This is an optimization exercise on Yosys and OpenROAD, whose aim is small area, a short achievable clock period and few clock cycles per item, not a production implementation. Function was checked by simulation only, so behaviour that the tests miss may differ from the original. No activity file was given, so power comes from the tool's default toggle rates.

## lcg_step
module lcg_step (
    input  wire        clk,
    input  wire        rst,       
    input  wire        start,     
    input  wire [63:0] a,
    input  wire [63:0] c,
    input  wire [63:0] m,         
    input  wire [63:0] s,
    output wire        ready,
    output reg         done,
    output wire [63:0] result
);
For scale: roughly 3,400 cells after synthesis, about 390 flip-flops, about 330 I/O pins, roughly 0.032 sq mm of cells after synthesis.
==> flow/config.mk <==
export PLATFORM = sky130hd
export DESIGN_NAME = lcg_step
export DESIGN_NICKNAME = lcg_step
export VERILOG_FILES = /design/flow/design.v
export SDC_FILE = /design/flow/constraint.sdc
export NUM_CORES = 4
export LEC_CHECK = 0
export CAP_MARGIN = 20
export CORE_MARGIN = 2
export CORE_UTILIZATION = 55
export SLEW_MARGIN = 20
==> flow/constraint.sdc <==
create_clock -name core_clock -period 10.0 [get_ports {clk}]
set_input_delay 2.0000 -clock core_clock [delete_from_list [all_inputs] [get_ports {clk}]]
set_output_delay 2.0000 -clock core_clock [all_outputs]
set_load 0.01 [all_outputs]
standard.sh (not shown) runs the stock make flow with config.mk's settings and CLKGATE_MAP_FILE= SYNTH_SCRIPT=/design/flow/synth_recipe.tcl, a recipe that flattens the netlist after the stock synthesis.
==> flow/flow/run.sh <==
#!/bin/bash
# Standard ORFS layout (the standard.sh: standard synthesis, floorplan,
# place, CTS, route, finish) with two changes to how it is made:
#  - repair_timing is asked to leave a larger setup margin, so the achieved
#    period shrinks (clock, SDC and constraints stay the design's);
#  - every input and output port still gets its own buffer, but a buf_2
#    rather than the default delay buffer.
# make's output is kept in standard.log; each ORFS step keeps its own log
# under orfs/logs.
set -euo pipefail
bash standard.sh SETUP_SLACK_MARGIN=6.6 \
    "BUFFER_PORTS_ARGS=-buffer_cell sky130_fd_sc_hd__buf_2" finish > standard.log 2>&1
Testbench counts at the start, summed over its fixed seeds: cycles 32,776, steps 512.
Then changed:
--- a/flow/design.v
+++ b/flow/design.v
@@ -24,24 +24,25 @@
     reg  [63:0]  ra;          
     reg  [64:0]  rm;          
     reg  [64:56] rtn;         
     reg  [67:0]  ws, wc;      
     reg  [67:0]  pl;          
     reg          cf;          
     reg  [5:0]   bc;          
     reg  [5:0]   bcn;         
     reg          c_idle, c_mul, c_fin1, c_fin2, c_shr, c_dv;    
     reg  [2:0]   nstate;
     reg  [4:0]   qd;          
     reg  [4:0]   qdn;         
+    reg          fg;          
     reg          rdy;
     assign ready  = rdy;
     assign result = pl[63:0];
     function [2:0] booth_dec;    
         input [2:0] b;
         booth_dec = {b[2], (b[2] & ~b[1] & ~b[0]) | (~b[2] & b[1] & b[0]), b[1] ^ b[0]};
     endfunction
     function [66:0] booth_pp;    
         input [2:0]  d;
         input [63:0] x;
         reg [65:0] sel;
         begin
@@ -138,53 +139,55 @@
     wire [67:0] t2s = csa_s(dys, dyc, dzt);
     wire [67:0] t2c = csa_c(dys, dyc, dzt, 1'b0);
     wire [6:0]  nes = ht ? t2s[65:59] : t2s[64:58];
     wire [6:0]  nec = ht ? t2c[65:59] : t2c[64:58];
     wire [4:0]  qn  = qsel(add7(nes, nec), dh);
     wire [67:0] fsum = ws + wc;
     always @(*) begin
         nstate = state;
         case (state)
             IDLE: if (start) nstate = MUL;
             MUL:  if (cnt == 7'd16) nstate = DIV;
             DIV:  if (!first && cnt == 7'd0) nstate = FIN1;
-            FIN1: nstate = fsum[67] ? FIN2 : (j == 7'd0) ? IDLE : SHR;
+            FIN1: nstate = FIN2;
             FIN2: nstate = (j == 7'd0) ? IDLE : SHR;
             SHR:  if (j == 7'd2 || j == 7'd8) nstate = IDLE;
             default: nstate = IDLE;
         endcase
         if (rst) nstate = IDLE;
     end
     always @(posedge clk) begin
         state  <= nstate;
         c_idle <= nstate == IDLE;
         c_mul  <= nstate == MUL;
         c_fin1 <= nstate == FIN1;
         c_fin2 <= nstate == FIN2;
         c_shr  <= nstate == SHR;
         c_dv   <= nstate == DIV;
         rdy    <= nstate == IDLE;
-        done   <= !rst && (state == FIN1 || state == FIN2 || state == SHR) && nstate == IDLE;
+        done   <= !rst && (state == FIN2 || state == SHR) && nstate == IDLE;
     end
     always @(posedge clk) begin
         ws <= ({68{c_idle}} & {4'd0, c}) | ({68{c_mul}} & {1'b0, m2s[66:2]}) |
               ({68{c_fin1}} & fsum) | ({68{c_dv | c_fin2 | c_shr}} & d2s);
         wc <= ({68{c_idle}} & {2'b11, 66'd0}) | ({68{c_mul}} & m2c[67:2]) |    
               ({68{c_fin1}} & mp) | ({68{c_dv | c_fin2 | c_shr}} & d2c);
         pl <= ({68{c_idle}} & {4'd0, s}) | ({68{c_mul}} & {lo2[1:0], lo1[1:0], pl[67:4]}) |
-              ({68{c_dv}} & {pl[65:0], 2'b00}) | ({68{c_fin1 | c_fin2}} & fsum) |
+              ({68{c_dv | c_fin1}} & {pl[65:0], 2'b00}) |
+              ({68{c_fin2 & fg}} & fsum) | ({68{c_fin2 & ~fg}} & ws) |
               ({68{c_shr & j[6:3] != 4'd0}} & {8'd0, pl[67:8]}) |
               ({68{c_shr & j[6:3] == 4'd0}} & {2'd0, pl[67:2]});
         qd <= qn;
         qdn <= ~qn;
+        fg <= fsum[67];
         cf <= lo2[2];
         bc <= {booth_dec(pl[7:5]), booth_dec(pl[5:3])};
         bcn <= ~{booth_dec(pl[7:5]), booth_dec(pl[5:3])};
         case (state)
             IDLE: begin
                 ra    <= a;
                 rm    <= {1'b0, m};
                 rtn   <= ~{1'b0, m[63:56]};
                 cf    <= 1'b0;
                 bc    <= {booth_dec(s[3:1]), booth_dec({s[1:0], 1'b0})};
                 bcn   <= ~{booth_dec(s[3:1]), booth_dec({s[1:0], 1'b0})};
                 cnt   <= 7'd0;
Cell area came out higher slightly.
Critical path depth went up by 2.
Count of clock-buffer cells in the layout decreases by 6.
Non-clock buffer count goes up by 15.
Power came out lower slightly.
Testbench counts after the change, summed over its fixed seeds: cycles 33,025, steps 512.

==> re-timing with driven ports <==
The results above use ideal ports. As a check the final layouts listed here were re-extracted and re-timed, cells and wires unchanged. Step 1: set_driving_cell puts a clkbuf_16 on clk and a buf_2 on each other input, an assumption about the parent block. Step 2 adds t to the input delays and takes it off the output delays; t is the mean of the earliest and latest rising clock arrival at the registers after step 1. Input paths then give back, and output paths get back, about the clock's delay inside the block. a / b / c = ideal / step 1 / step 2; a / b = the first two.
run	t (ns)	slack for setup (ns)	worst hold slack (ns)	slew at the worst register clock pin (ns)	pins driven straight from the clock port
the first run	0.663	6.394 / 6.394 / 6.394	0.553 / 0.553 / 0.553	0.06 / 0.06	1
the second run	0.667	6.223 / 6.223 / 6.223	0.567 / 0.567 / 0.567	0.07 / 0.07	1
After both steps setup and hold are still met in every run listed.
